Source: an optimization exercise on an open RTL-to-GDS flow (aim: a short achievable clock period and few clock cycles). Production flows keep margins and buffers that such runs may drop.
Only the layout flow was run in this run; the RTL was not checked for function there.
Power figures rest on the tool's default switching activity, not on a simulated workload.

**design/flow/run.sh**
```bash
#!/bin/bash
# synth_recipe.tcl (not shown) runs the flow's synth.tcl, then flattens the netlist and writes it again
# the make line also repeats each setting of config.mk as NAME=value (left out here)
make -C /OpenROAD-flow-scripts/flow DESIGN_CONFIG=/design/flow/config.mk WORK_HOME=/design/flow/orfs CLKGATE_MAP_FILE= SYNTH_SCRIPT=/design/flow/synth_recipe.tcl finish
```
**design/flow/config.mk**
```make
export PLATFORM = sky130hd
export DESIGN_NAME = frame_responder
export DESIGN_NICKNAME = frame_responder
export VERILOG_FILES = /design/flow/design.v
export SDC_FILE = /design/flow/constraint.sdc
export NUM_CORES = 4
export LEC_CHECK = 0
export ABC_CLOCK_PERIOD_IN_PS = 3000
export CAP_MARGIN = 20
export CORE_MARGIN = 2
export CORE_UTILIZATION = 40
export SETUP_SLACK_MARGIN = 3.5
export SLEW_MARGIN = 20
```
**design/flow/constraint.sdc**
```tcl
create_clock -name core_clock -period 7.0 [get_ports {clk}]
set_input_delay 1.4000 -clock core_clock [delete_from_list [all_inputs] [get_ports {clk}]]
set_output_delay 1.4000 -clock core_clock [all_outputs]
set_load 0.01 [all_outputs]
```
**design/flow/design.v**
```verilog
module frame_responder (
    input  wire        clk,
    input  wire        rst,           
    input  wire        start,         
    output wire        ready,
    output reg         done,          
    output reg         reply,         
    output reg  [15:0] rx_lat,        
    output wire [1:0]  sess_state,    
    output reg  [10:0] tx_addr,
    input  wire [7:0]  tx_rdata,
    output reg         stg_we,
    output reg  [10:0] stg_addr,
    output reg  [7:0]  stg_wdata,
    output reg         st_req,
    output reg  [1:0]  st_cmd,        
    output reg  [24:0] st_addr,
    output reg  [7:0]  st_wdata,
    output reg  [9:0]  st_name_len,
    input  wire        st_gnt,
    input  wire [7:0]  st_rdata,
    input  wire        st_ok
);
    localparam [15:0] LAT_ARP = 16'd276;
    localparam [1:0] SESS_NONE = 2'd0, SESS_RD = 2'd1, SESS_WR = 2'd2;
    localparam [1:0] CMD_OPEN_RD = 2'd0, CMD_OPEN_WR = 2'd1,
                     CMD_READ    = 2'd2, CMD_WRITE   = 2'd3;
    localparam [2:0] OP_ARP = 3'd0, OP_RRQ = 3'd1, OP_WRQ = 3'd2,
                     OP_DATA = 3'd3, OP_ACK = 3'd4;
    localparam [2:0] S_IDLE   = 3'd0,
                     S_CLASS  = 3'd1,    
                     S_NAME   = 3'd2,    
                     S_OPEN   = 3'd3,    
                     S_OPWAIT = 3'd4,    
                     S_RUN    = 3'd5;    
    localparam [1:0] K_NONE = 2'd0, K_CLASS = 2'd1, K_NAME = 2'd2, K_STR = 2'd3;
    function [5:0] cseq(input [1:0] mode, input [3:0] c);
        if (mode == SESS_RD) begin
            case (c)
                4'd0: cseq = 6'd46;  4'd1: cseq = 6'd47;
                4'd2: cseq = 6'd14;  4'd3: cseq = 6'd15;
                4'd4: cseq = 6'd16;  4'd5: cseq = 6'd25;
                4'd6: cseq = 6'd38;  4'd7: cseq = 6'd39;
                4'd8: cseq = 6'd44;  default: cseq = 6'd45;
            endcase
        end else begin
            case (c)
                4'd0: cseq = 6'd14;  4'd1: cseq = 6'd15;
                4'd2: cseq = 6'd16;  4'd3: cseq = 6'd25;
                4'd4: cseq = 6'd38;  4'd5: cseq = 6'd39;
                4'd6: cseq = 6'd44;  4'd7: cseq = 6'd45;
                4'd8: cseq = 6'd46;  4'd9: cseq = 6'd47;
                4'd10: cseq = 6'd40; default: cseq = 6'd41;
            endcase
        end
    endfunction
    function [3:0] clen(input [1:0] mode);
        case (mode)
            SESS_NONE: clen = 4'd8;
            SESS_RD:   clen = 4'd10;
            default:   clen = 4'd12;
        endcase
    endfunction
    function [5:0] hseq(input [5:0] i);
        if (i < 6'd16)       hseq = i + 6'd2;         
        else if (i < 6'd36)  hseq = i + 6'd4;         
        else if (i < 6'd42)  hseq = i + 6'd6;         
        else case (i)
            6'd42: hseq = 6'd0;
            6'd43: hseq = 6'd1;
            6'd44: hseq = 6'd18;
            6'd45: hseq = 6'd19;
            6'd46: hseq = 6'd40;
            default: hseq = 6'd41;
        endcase
    endfunction
    reg [2:0]  state;
    reg        ready_r;
    reg [1:0]  sess;
    reg [1:0]  sess_new;
    reg [2:0]  op;
    assign ready      = ready_r;
    assign sess_state = sess;
    reg [3:0]  ci;              
    reg [1:0]  arp_iss;         
    reg        g_et, g_ip, g_blk, g_ulen, g_arp;
    reg        f14_08, f15_06, f15_00, f22_00, f23_01, f16_45, f25_11;
    reg        f38_00, f38_4a, f39_45, f39_4d, f44_00;
    reg [7:0]  b45;
    reg [15:0] blk;
    reg [15:0] ulen;
    reg [9:0]  nis;             
    reg        nfound;
    reg [9:0]  nlen;
    reg        name_bad;
    reg        prev_dot;
    reg [9:0]  nrep;            
    reg [15:0] blk_rep;
    reg        str_on;          
    reg        commit;          
    reg [5:0]  h;               
    reg [9:0]  b;               
    reg        b_en;
    reg [9:0]  pay_end;         
    reg [1:0]  k0, k1;
    reg        p0, p1;          
    reg [9:0]  s0, s1;
    reg [9:0]  d1;
    reg        uc1;
    reg [7:0]  cv1;
    reg [17:0] fq [0:3];
    reg [1:0]  fwp, frp;
    reg [2:0]  fcnt;
    reg [7:0]  sq [0:3];
    reg [1:0]  swp, srp;
    reg [2:0]  scnt;
    reg [9:0]  wleft;
    reg        wr_mode;
    reg        rd_mode;
    reg        rd_idone;        
    reg        rd_fin;          
    reg        rsp_v;
    reg [8:0]  kiss;
    reg [9:0]  krsp;
    reg [9:0]  kpop;
    reg [7:0]  rq [0:15];
    reg [3:0]  rwp, rrp;
    reg [4:0]  rcnt;
    wire [15:0] frame_len = 16'd46 + {6'd0, nrep};
    wire [15:0] ip_len    = 16'd32 + {6'd0, nrep};
    wire [15:0] udp_len_r = 16'd12 + {6'd0, nrep};
    wire [7:0]  op_rep    = (op == OP_RRQ || op == OP_ACK) ? 8'd3 : 8'd4;
    reg [9:0] dmap;
    reg       ucmap;
    reg [7:0] cvmap;
    always @(*) begin
        dmap  = s0;
        ucmap = 1'b0;
        cvmap = 8'h00;
        if (s0 < 10'd48) begin
            if (op == OP_ARP) begin
                case (s0[5:0])
                    6'd22: begin ucmap = 1'b1; cvmap = 8'h00; end
                    6'd23: begin ucmap = 1'b1; cvmap = 8'h02; end
                    6'd24, 6'd25, 6'd26, 6'd27, 6'd28, 6'd29,
                    6'd30, 6'd31, 6'd32, 6'd33:
                        dmap = s0 + 10'd10;
                    6'd34: begin dmap = 10'd24; ucmap = 1'b1; cvmap = 8'h00; end
                    6'd35: begin dmap = 10'd25; ucmap = 1'b1; cvmap = 8'h11; end
                    6'd36: begin dmap = 10'd26; ucmap = 1'b1; cvmap = 8'h22; end
                    6'd37: begin dmap = 10'd27; ucmap = 1'b1; cvmap = 8'h33; end
                    6'd38: begin dmap = 10'd28; ucmap = 1'b1; cvmap = 8'h44; end
                    6'd39: begin dmap = 10'd29; ucmap = 1'b1; cvmap = 8'h55; end
                    6'd40, 6'd41, 6'd42, 6'd43:
                        dmap = s0 - 10'd10;
                    default: ;
                endcase
            end else begin
                case (s0[5:0])
                    6'd0:  begin ucmap = 1'b1; cvmap = frame_len[7:0]; end
                    6'd1:  begin ucmap = 1'b1; cvmap = frame_len[15:8]; end
                    6'd2, 6'd3, 6'd4, 6'd5, 6'd6, 6'd7:
                        dmap = s0 + 10'd6;
                    6'd8, 6'd9, 6'd10, 6'd11, 6'd12, 6'd13:
                        dmap = s0 - 10'd6;
                    6'd18: begin ucmap = 1'b1; cvmap = ip_len[15:8]; end
                    6'd19: begin ucmap = 1'b1; cvmap = ip_len[7:0]; end
                    6'd28, 6'd29, 6'd30, 6'd31:
                        dmap = s0 + 10'd4;
                    6'd32, 6'd33, 6'd34, 6'd35:
                        dmap = s0 - 10'd4;
                    6'd36, 6'd37:
                        dmap = s0 + 10'd2;
                    6'd38: begin dmap = 10'd36; ucmap = 1'b1; cvmap = 8'h4A; end
                    6'd39: begin dmap = 10'd37; ucmap = 1'b1; cvmap = 8'h4D; end
                    6'd40: begin ucmap = 1'b1; cvmap = udp_len_r[15:8]; end
                    6'd41: begin ucmap = 1'b1; cvmap = udp_len_r[7:0]; end
                    6'd44: begin ucmap = 1'b1; cvmap = 8'h00; end
                    6'd45: begin ucmap = 1'b1; cvmap = op_rep; end
                    6'd46: begin ucmap = 1'b1; cvmap = blk_rep[15:8]; end
                    6'd47: begin ucmap = 1'b1; cvmap = blk_rep[7:0]; end
                    default: ;
                endcase
            end
        end
    end
    wire et_arp    = f14_08 && f15_06;
    wire et_ip     = f14_08 && f15_00;
    wire ip_ok     = f16_45 && f25_11 &&
                     ((f38_00 && f39_45) || (f38_4a && f39_4d));
    wire tftp_op1  = f44_00 && (b45 == 8'd1);
    wire tftp_op2  = f44_00 && (b45 == 8'd2);
    wire tftp_op3  = f44_00 && (b45 == 8'd3);
    wire tftp_op4  = f44_00 && (b45 == 8'd4);
    wire data_ok   = (ulen >= 16'd12) && (ulen <= 16'd524) && (blk != 16'd0);
    wire nb_zero   = (tx_rdata == 8'h00);
    wire nb_dot    = (tx_rdata == 8'h2E);
    wire nb_bad    = (tx_rdata == 8'h2F) || (tx_rdata == 8'h5C) || (prev_dot && nb_dot);
    wire name_ret  = (k1 == K_NAME) && !nfound &&
                     (state == S_CLASS || state == S_NAME);
    wire name_end  = name_ret && (nb_zero || s1 == 10'd559);
    wire name_badf = name_bad || (name_ret && !nb_zero && nb_bad);
    wire       sv0      = (k0 == K_STR);
    wire       sv1      = (k1 == K_STR);
    wire [2:0] inflight = {2'b0, sv0} + {2'b0, sv1};
    wire       credit   = (fcnt + inflight) < 3'd4;
    wire [2:0] sinfl    = {2'b0, p0} + {2'b0, p1};
    wire       scredit  = (scnt + sinfl) < 3'd4;
    wire       b_left   = b_en && (b != 10'd560);
    wire       b_pay    = (b < pay_end);
    wire       iss_b    = str_on && credit && b_left && (!b_pay || scredit);
    wire       iss_h    = str_on && credit && !iss_b && (h != 6'd48);
    wire       acc      = st_req && st_gnt;
    wire       rd_data  = rd_mode && rsp_v && !rd_fin && st_ok;
    wire       rq_pop   = commit && rd_mode && (rcnt != 5'd0);
    wire       rq_byp   = commit && rd_mode && (rcnt == 5'd0) && rd_data;
    wire       rq_push  = rd_data && !rq_byp;
    wire       fpush    = sv1;
    wire       fpop     = commit && (fcnt != 3'd0) && !rq_pop && !rq_byp;
    wire       spush    = p1;
    wire       sfree    = !st_req || acc;
    wire       spop     = wr_mode && sfree && (scnt != 3'd0);
    wire       stream_idle = (h == 6'd48) && b_en && (b == 10'd560) &&
                             !sv0 && !sv1 && (fcnt == 3'd0);
    wire       wr_idle  = !wr_mode || (wleft == 10'd0) ||
                          (wleft == 10'd1 && acc);
    wire       rd_idle  = !rd_mode || (rd_fin && rcnt == 5'd0);
    wire       run_end  = (state == S_RUN) && stream_idle && wr_idle && rd_idle;
    always @(posedge clk) begin
        if (fpush)
            fq[fwp] <= {d1, uc1 ? cv1 : tx_rdata};
        if (spush)
            sq[swp] <= tx_rdata;
        if (rq_push)
            rq[rwp] <= st_rdata;
    end
    task finish(input rep);
        begin
            state   <= S_IDLE;
            ready_r <= 1'b1;
            done    <= 1'b1;
            reply   <= rep;
            str_on  <= 1'b0;
            commit  <= 1'b0;
            wr_mode <= 1'b0;
            rd_mode <= 1'b0;
            st_req  <= 1'b0;
            k0      <= K_CLASS;
            tx_addr <= {5'd0, cseq(rep ? sess_new : sess, 4'd0)};
            s0      <= {4'd0, cseq(rep ? sess_new : sess, 4'd0)};
            if (rep)
                sess <= sess_new;
        end
    endtask
    always @(posedge clk) begin
        if (rst) begin
            state       <= S_IDLE;
            ready_r     <= 1'b1;
            sess        <= SESS_NONE;
            done        <= 1'b0;
            reply       <= 1'b0;
            rx_lat      <= 16'd0;
            stg_we      <= 1'b0;
            st_req      <= 1'b0;
            tx_addr     <= 11'd14;
            stg_addr    <= 11'd0;
            stg_wdata   <= 8'd0;
            st_cmd      <= 2'd0;
            st_addr     <= 25'd0;
            st_wdata    <= 8'd0;
            st_name_len <= 10'd0;
            str_on      <= 1'b0;
            commit      <= 1'b0;
            k0 <= K_CLASS; k1 <= K_NONE;
            s0 <= 10'd14;
            p0 <= 1'b0; p1 <= 1'b0;
            fwp <= 2'd0; frp <= 2'd0; fcnt <= 3'd0;
            swp <= 2'd0; srp <= 2'd0; scnt <= 3'd0;
            rwp <= 4'd0; rrp <= 4'd0; rcnt <= 5'd0;
            wr_mode     <= 1'b0;
            rd_mode     <= 1'b0;
            rd_fin      <= 1'b0;
            rd_idone    <= 1'b0;
            rsp_v       <= 1'b0;
        end else begin
            done   <= 1'b0;
            stg_we <= 1'b0;
            k0  <= K_NONE;
            p0  <= 1'b0;
            k1  <= k0;
            p1  <= p0;
            s1  <= s0;
            d1  <= dmap;
            uc1 <= ucmap;
            cv1 <= cvmap;
            if (iss_b) begin
                tx_addr <= {1'b0, b};
                s0      <= b;
                k0      <= K_STR;
                p0      <= b_pay;
                b       <= b + 10'd1;
            end else if (iss_h) begin
                tx_addr <= {5'd0, hseq(h)};
                s0      <= {4'd0, hseq(h)};
                k0      <= K_STR;
                h       <= h + 6'd1;
            end
            if (fpush)
                fwp <= fwp + 2'd1;
            if (fpop)
                frp <= frp + 2'd1;
            fcnt <= fcnt + {2'b0, fpush} - {2'b0, fpop};
            if (rq_byp) begin
                stg_we    <= 1'b1;
                stg_addr  <= 11'd48 + {1'b0, kpop};
                stg_wdata <= st_rdata;
                kpop      <= kpop + 10'd1;
            end else if (rq_pop) begin
                stg_we    <= 1'b1;
                stg_addr  <= 11'd48 + {1'b0, kpop};
                stg_wdata <= rq[rrp];
                kpop      <= kpop + 10'd1;
            end else if (fpop) begin
                stg_we    <= 1'b1;
                stg_addr  <= {1'b0, fq[frp][17:8]};
                stg_wdata <= fq[frp][7:0];
            end
            if (spush)
                swp <= swp + 2'd1;
            if (spop)
                srp <= srp + 2'd1;
            scnt <= scnt + {2'b0, spush} - {2'b0, spop};
            if (wr_mode) begin
                if (acc) begin
                    st_addr[8:0] <= st_addr[8:0] + 9'd1;
                    wleft        <= wleft - 10'd1;
                end
                if (sfree) begin
                    st_req <= (scnt != 3'd0);
                    if (scnt != 3'd0)
                        st_wdata <= sq[srp];
                end
            end
            rsp_v <= rd_mode && acc;
            if (rq_push)
                rwp <= rwp + 4'd1;
            if (rq_pop)
                rrp <= rrp + 4'd1;
            rcnt <= rcnt + {4'b0, rq_push} - {4'b0, rq_pop};
            if (rd_mode) begin
                if (acc) begin
                    kiss         <= kiss + 9'd1;
                    st_addr[8:0] <= kiss + 9'd1;
                    if (kiss == 9'd511)
                        rd_idone <= 1'b1;
                end
                st_req <= !rd_fin && !rd_idone && !(acc && kiss == 9'd511) &&
                          (rcnt < 5'd12);
                if (rsp_v && !rd_fin) begin
                    if (st_ok) begin
                        krsp <= krsp + 10'd1;
                        if (krsp == 10'd511) begin
                            rd_fin   <= 1'b1;
                            sess_new <= SESS_RD;
                            b_en     <= 1'b1;
                            b        <= 10'd560;
                            rx_lat   <= 16'd68 + 16'd512;
                        end
                    end else begin
                        rd_fin   <= 1'b1;
                        st_req   <= 1'b0;
                        nrep     <= krsp;
                        sess_new <= SESS_NONE;
                        b_en     <= 1'b1;
                        b        <= 10'd48 + krsp;
                        rx_lat   <= 16'd68 + {6'd0, krsp};
                        if (h > 6'd42)
                            h <= 6'd42;
                    end
                end
            end
            if (name_ret) begin
                if (!nb_zero) begin
                    prev_dot <= nb_dot;
                    if (nb_bad)
                        name_bad <= 1'b1;
                end
                if (nb_zero || s1 == 10'd559) begin
                    nfound <= 1'b1;
                    nlen   <= nb_zero ? (s1 - 10'd48) : 10'd512;
                end
            end
            case (state)
            S_IDLE: begin
                k0 <= K_CLASS;
                if (start) begin
                    state    <= S_CLASS;
                    ready_r  <= 1'b0;
                    ci       <= 4'd2;
                    k0       <= K_CLASS;
                    tx_addr  <= {5'd0, cseq(sess, 4'd1)};
                    s0       <= {4'd0, cseq(sess, 4'd1)};
                    arp_iss  <= 2'd0;
                    g_et <= 1'b0; g_ip <= 1'b0; g_blk <= 1'b0;
                    g_ulen <= 1'b0; g_arp <= 1'b0;
                    nis      <= 10'd48;
                    nfound   <= 1'b0;
                    name_bad <= 1'b0;
                    prev_dot <= 1'b0;
                    h        <= 6'd0;
                    b        <= 10'd48;
                    b_en     <= (sess != SESS_RD);
                    pay_end  <= 10'd48;
                    nrep     <= (sess == SESS_RD) ? 10'd512 : 10'd0;
                    sess_new <= sess;
                    rd_fin   <= 1'b0;
                    rd_idone <= 1'b0;
                    kiss     <= 9'd0;
                    krsp     <= 10'd0;
                    kpop     <= 10'd0;
                    fwp <= 2'd0; frp <= 2'd0; fcnt <= 3'd0;
                    swp <= 2'd0; srp <= 2'd0; scnt <= 3'd0;
                    rwp <= 4'd0; rrp <= 4'd0; rcnt <= 5'd0;
                end else begin
                    s0 <= {4'd0, cseq(sess, 4'd0)};
                end
            end
            S_CLASS: begin
                if (k1 == K_CLASS) begin
                    case (s1[5:0])
                        6'd14: f14_08 <= (tx_rdata == 8'h08);
                        6'd15: begin f15_06 <= (tx_rdata == 8'h06);
                                     f15_00 <= (tx_rdata == 8'h00);
                                     g_et   <= 1'b1; end
                        6'd22: f22_00 <= (tx_rdata == 8'h00);
                        6'd23: begin f23_01 <= (tx_rdata == 8'h01);
                                     g_arp  <= 1'b1; end
                        6'd16: f16_45 <= (tx_rdata == 8'h45);
                        6'd25: f25_11 <= (tx_rdata == 8'h11);
                        6'd38: begin f38_00 <= (tx_rdata == 8'h00);
                                     f38_4a <= (tx_rdata == 8'h4A); end
                        6'd39: begin f39_45 <= (tx_rdata == 8'h45);
                                     f39_4d <= (tx_rdata == 8'h4D); end
                        6'd44: f44_00 <= (tx_rdata == 8'h00);
                        6'd45: begin b45 <= tx_rdata; g_ip <= 1'b1; end
                        6'd46: blk[15:8] <= tx_rdata;
                        6'd47: begin blk[7:0] <= tx_rdata; g_blk <= 1'b1; end
                        6'd40: ulen[15:8] <= tx_rdata;
                        6'd41: begin ulen[7:0] <= tx_rdata; g_ulen <= 1'b1; end
                        default: ;
                    endcase
                end
                if (g_et && et_arp && arp_iss != 2'd2) begin
                    tx_addr <= (arp_iss == 2'd0) ? 11'd22 : 11'd23;
                    s0      <= (arp_iss == 2'd0) ? 10'd22 : 10'd23;
                    k0      <= K_CLASS;
                    arp_iss <= arp_iss + 2'd1;
                end else if (ci != clen(sess)) begin
                    tx_addr <= {5'd0, cseq(sess, ci)};
                    s0      <= {4'd0, cseq(sess, ci)};
                    k0      <= K_CLASS;
                    ci      <= ci + 4'd1;
                end else if (sess == SESS_NONE && !nfound && nis != 10'd560) begin
                    tx_addr <= {1'b0, nis};
                    s0      <= nis;
                    k0      <= K_NAME;
                    nis     <= nis + 10'd1;
                end
                if (sess == SESS_RD && g_blk && !rd_mode && !rd_fin) begin
                    rd_mode <= 1'b1;
                    st_req  <= 1'b1;
                    st_cmd  <= CMD_READ;
                    st_addr <= {blk, 9'd0};
                end
                if (g_et && !et_arp && !et_ip) begin
                    finish(1'b0);
                end else if (g_et && et_arp) begin
                    if (g_arp) begin
                        if (f22_00 && f23_01) begin
                            op      <= OP_ARP;
                            state   <= S_RUN;
                            str_on  <= 1'b1;
                            commit  <= 1'b1;
                            b_en    <= 1'b1;
                            b       <= 10'd48;
                            rx_lat  <= LAT_ARP;
                            rd_mode <= 1'b0;
                            st_req  <= 1'b0;
                            rcnt    <= 5'd0;
                            sess_new <= sess;
                        end else begin
                            finish(1'b0);
                        end
                    end
                end else if (g_ip) begin
                    if (!ip_ok) begin
                        finish(1'b0);
                    end else if (tftp_op1 || tftp_op2) begin
                        if (sess == SESS_NONE) begin
                            op    <= tftp_op1 ? OP_RRQ : OP_WRQ;
                            state <= S_NAME;
                        end else begin
                            finish(1'b0);
                        end
                    end else if (tftp_op3) begin
                        if (sess != SESS_WR) begin
                            finish(1'b0);
                        end else if (g_ulen) begin
                            if (data_ok) begin
                                op       <= OP_DATA;
                                state    <= S_RUN;
                                str_on   <= 1'b1;
                                commit   <= 1'b1;
                                blk_rep  <= blk;
                                pay_end  <= ulen[9:0] + 10'd36;
                                wleft    <= ulen[9:0] - 10'd12;
                                wr_mode  <= 1'b1;
                                st_cmd   <= CMD_WRITE;
                                st_addr  <= {blk - 16'd1, 9'd0};
                                rx_lat   <= 16'd68;
                                if (ulen != 16'd524)
                                    sess_new <= SESS_NONE;
                            end else begin
                                finish(1'b0);
                            end
                        end
                    end else if (tftp_op4) begin
                        if (sess != SESS_RD) begin
                            finish(1'b0);
                        end else begin
                            op      <= OP_ACK;
                            state   <= S_RUN;
                            str_on  <= 1'b1;
                            commit  <= 1'b1;
                            blk_rep <= blk + 16'd1;
                        end
                    end else begin
                        finish(1'b0);
                    end
                end
            end
            S_NAME: begin
                if (!nfound && nis != 10'd560) begin
                    tx_addr <= {1'b0, nis};
                    s0      <= nis;
                    k0      <= K_NAME;
                    nis     <= nis + 10'd1;
                end
                if (nfound || name_end) begin
                    if (name_badf) begin
                        finish(1'b0);
                    end else begin
                        state       <= S_OPEN;
                        st_req      <= 1'b1;
                        st_cmd      <= (op == OP_RRQ) ? CMD_OPEN_RD : CMD_OPEN_WR;
                        st_name_len <= nfound ? nlen :
                                       (nb_zero ? (s1 - 10'd48) : 10'd512);
                        str_on      <= 1'b1;
                        k0          <= K_NONE;
                        if (op == OP_RRQ) begin
                            blk_rep <= 16'd1;
                            nrep    <= 10'd512;
                            b_en    <= 1'b0;
                        end else begin
                            blk_rep <= 16'd0;
                            nrep    <= 10'd0;
                        end
                    end
                end
            end
            S_OPEN: begin
                if (st_gnt) begin
                    st_req <= 1'b0;
                    state  <= S_OPWAIT;
                end
            end
            S_OPWAIT: begin
                if (!st_ok) begin
                    finish(1'b0);
                end else begin
                    state  <= S_RUN;
                    commit <= 1'b1;
                    if (op == OP_RRQ) begin
                        rd_mode <= 1'b1;
                        st_req  <= 1'b1;
                        st_cmd  <= CMD_READ;
                        st_addr <= 25'd0;
                    end else begin
                        sess_new <= SESS_WR;
                        rx_lat   <= 16'd68;
                    end
                end
            end
            S_RUN: begin
                if (run_end)
                    finish(1'b1);
            end
            default: begin
                state   <= S_IDLE;
                ready_r <= 1'b1;
            end
            endcase
        end
    end
endmodule
```
==> metrics.md <==
| Metric | Value |
|---|---|
| Mapped Avg Cell Area | `10.75 um2` |
| Final #Nets | `3,145` |
| Synth Instances | `2,905` |
| Sw Ratio | `0.3447` |
| Mapped cell area | `31,230 um2` |
| Layout cell share with drive strength beyond 1 | `0.1217` |
| Clock sinks | `607` |
| Synth top area cells | `edfxtp_1 43%, dfxtp_1 10%, mux4_2 4.8%` |
| Starting Density | `0.4038` |
| Worst slew pin tran | `1.095 ns` |
| Yosys reg bits | `607` |
| Clock buffer depth | `3` |
| Crit. End Element | `flip-flop` |
| Routed wire length | `98.07 mm` |
| Max-cap violations | `0` |
| RSZ-0062 raised after global routing | `true` |
| # IOs | `119` |
| 1st-iter DRT viols | `2,382` |
| Critical Path RT | `7.56 ns` |
| Routed len/inst | `23.84 um` |
| Netlist cell types | `93` |
| Inserted Clock Buffers | `70` |
| Die ar. | `80,330 um2` |
| CTS tree | `done` |
| Sequential fraction of design power | `0.409` |
| Crit Reg-Reg Startpoint | `ulen[6]$_DFFE_PP_` |
| Critical path startpoint | `st_gnt` |
| Combinational power share | `0.266` |
| Most used DFF post-synth | `edfxtp_1` |
| Area Growth Syn to Fin | `17.22%` |
| Overflow after GRT | `0` |
| WS Path Type | `in2reg` |
| Setup TNS | `0 ns` |
| Post-layout min period | `3.403 ns` |
| Switching pwr | `3.967 mW` |
| Placed wire-length estimate | `69.90 mm` |
| Clock root buffer | `clkbuf_16` |
| Worst Hold End | `st_addr[22]$_SDFFE_PP0P_` |
| Via count | `24,110` |
| Post-CTS Hold Buffers | `0` |
| Fin. Hold Viols | `0` |
| Post-synth EDFFs | `444` |
| Post-Syn Nets | `3,033` |
| Leakage | `12.85 nW` |
| Insertion delay to the later sink of the worst-skew pair | `0.63 ns` |
| Peak fanout along the critical path | `6` |
| Buffers on Ports | `118` |
| Final slew viol count | `0` |
| Seq/Total Area, Yosys | `0.5314` |
| Peak supply drop | `176.7 uV` |
| Core area | `77,340 um2` |
| Tot GR Track Use | `0.2375` |
| Final setup violation count | `0` |
| Yosys top cell area share | `0.4269` |
| Power Density | `314.4 nW/um2` |
| Largest net degree at the start of global routing | `51` |
| Post-synth top area cell | `edfxtp_1` |
| Initial antenna violation count | `6` |
| First-pass DRT Iterations | `9` |
| Period utilisation layout | `0.4862` |
| H-Tree Level Count | `3` |
| Dpl cell area | `33,510 um2` |
| Final Cell Area | `36,610 um2` |
| Status | `complete, no violations` |
| HP Class | `reg2reg` |
| Yosys warning count | `1` |
| Synth async-reset ratio | `0` |
| Clk network pwr share | `0.325` |
| Clock skew | `0.02777 ns` |
| First-pass GRT wire length | `146.1 mm` |
| Vias in the first global route | `23,520` |
| Min Hold Slack | `0.4478 ns` |
| Startpoint types | `input port` |
| Arr. time, crit path | `3.96 ns` |
| Register-to-Register Path Depth | `9` |
| Rows | `102` |
| Worst slew margin | `0.2703` |
| Drc violations | `0` |
| Min-Delay Path Depth | `2` |
| Antenna viol nets, final | `0` |
| Ant. Diodes | `0` |
| Fmax | `0.2938 GHz` |
| Critical R2R Capture | `st_addr[24]$_SDFFE_PP0P_` |
| Worst Min Path Start | `st_addr[22]$_SDFFE_PP0P_` |
| Vias per inst | `5.860` |
| Die height | `283.4 um` |
| Internal power | `7.543 mW` |
| Setup slack, reg-to-reg | `3.60 ns` |
| Clk slew on worst S/H paths | `0.06 ns` |
| Routability cong. | `0.9982` |
| Die W | `283.4 um` |
-- worst max-delay path by stage --
stage,endpoint,cells past startpoint
finish,wr_mode$_SDFFE_PP0P_,10
global route,s0[2]$_SDFF_PP1_,11
CTS,b_en$_DFFE_PN_,12
detailed placement,b_en$_DFFE_PN_,11
global placement,b_en$_DFFE_PN_,11
floorplan,fcnt[2]$_SDFF_PP0_,11
-- per-layer routing --
metal | routed length [um] | part of all wire | global-route usage
met4 | 3685 | 0.038 | 0.08981
met5 | 40 | 0.00041 | 0
met3 | 7535 | 0.077 | 0.04904
met1 | 41050 | 0.42 | 0.3129
met2 | 45760 | 0.47 | 0.3862
-- power groups by stage --
stage | logic [mW] | registers, mW | clock network [mW]
finish | 3.06 | 4.71 | 3.74
global route | 3.29 | 4.75 | 3.95
CTS | 2.94 | 4.69 | 3.82
detailed placement | 2.83 | 4.76 | 0
global placement | 2.79 | 4.76 | 0
floorplan | 1.93 | 4.56 | 0
-- cell type report --
type / instances / area, um2
fill: 7079 / 40730
sequential: 607 / 16600
multi-input combinational: 2056 / 14210
clock buffer: 97 / 2016
timing repair buffer: 195 / 1798
tap: 1040 / 1301
clock inverter: 32 / 345.3
inverter: 87 / 344.1
-- critical path, stage by stage --
cell,delay (ns)
clkdlybuf4s50_1,0.54
and2_1,0.24
a21oi_1,0.13
o31ai_4,0.35
and3_1,0.27
o21ai_2,0.14
nor4_4,0.23
nand2_1,0.11
or4_1,0.40
a21oi_1,0.14
-- cell families after synthesis --
group           Yosys count  share of synthesized area
buf+inv                 242                    0.03005
mux                     120                    0.06538
compound gates          598                     0.1234
fa+ha+maj               107                    0.04407
simple gates           1069                     0.1603
xor+xnor                162                    0.04543
flops                   607                     0.5314
-- stage by stage --
step                      utilization  instances  total power, mW  setup WS, ns
after floorplan                     -       2905            6.489         3.510
after global placement         0.4332       3954            7.542         1.785
after detailed placement       0.4332       3954            7.594         1.592
after CTS                      0.4699       4099            11.45         3.486
after global routing           0.4734       4114            11.99         3.401
final                          0.4734       4114            11.51         3.597
-- registers in the layout, summed over array words and instances, names as in the netlist, 11 cells and up, named ones only --
name      cells
ulen         16
stg_addr     11
tx_addr      11
blk_rep      16
sq           32
fq           72
st_addr      25
blk          16
rx_lat       16
rq          128
-- cells in the final DEF (no fill, tap or decap), drive strengths merged, types with 66 or more instances in the layout --
cell	instances
a21oi	177
buf	77
clkbuf	103
clkdlybuf4s50	108
dfxtp	163
edfxtp	444
ha	102
inv	86
mux4	66
nand2	316
nand3	78
nor2	349
nor3	68
o21ai	125
xnor2	92
xor2	70
-- cell usage after synthesis (all sizes together) (12+ instances only) --
cell / count
a22oi: 17
edfxtp: 444
inv: 85
a211oi: 48
and2: 29
buf: 36
nand3: 78
o22ai: 15
ha: 102
nor2: 349
clkbuf: 119
nand2b: 26
a21oi: 177
or3: 16
o211ai: 20
nand4: 31
xnor2: 92
dfxtp: 163
o21ai: 125
xor2: 70
mux4: 66
a21o: 18
mux2: 12
a31oi: 40
or2: 12
mux2i: 42
nor4: 30
and3: 54
nand2: 316
a221oi: 14
nor3: 68
o31ai: 12
nor2b: 21
nor3b: 12
-- what timing repair did --
action / CTS / global route
endpoints found under the setup margin: 209 / 68
setup buffers: 16 / 14
gates cloned: 0 / 1
pin swaps: 14 / 12
gates resized for setup: 75 / 46

[static timing again, ports no longer ideal]
How much do the figures lean on ideal ports? The routed layout below was timed once more, with nothing changed but the port constraints.
Step 1 (the two cells are an assumption about what drives the block):
set clk [get_ports {clk}]
set_driving_cell -lib_cell sky130_fd_sc_hd__clkbuf_16 $clk
set_driving_cell -lib_cell sky130_fd_sc_hd__buf_2 [delete_from_list [all_inputs] $clk]
Step 2 times the ports against the registers' clock, not the clock port: input delays grow and output delays shrink by t, the midpoint of the rising clock arrivals with the driver on.
a / b / c = ideal ports / drivers / drivers and shift; a / b = the first two.
t, ns: 0.681
slack for setup (ns): 3.597 / 3.562 / 2.881
worst hold slack (ns): 0.448 / 0.448 / 0.448
worst register clock-pin slew, ns: 0.07 / 0.07
After both steps this run still meets setup and hold. The setup slack of this run moves by -0.035 ns with the drivers and by -0.716 ns with both steps.
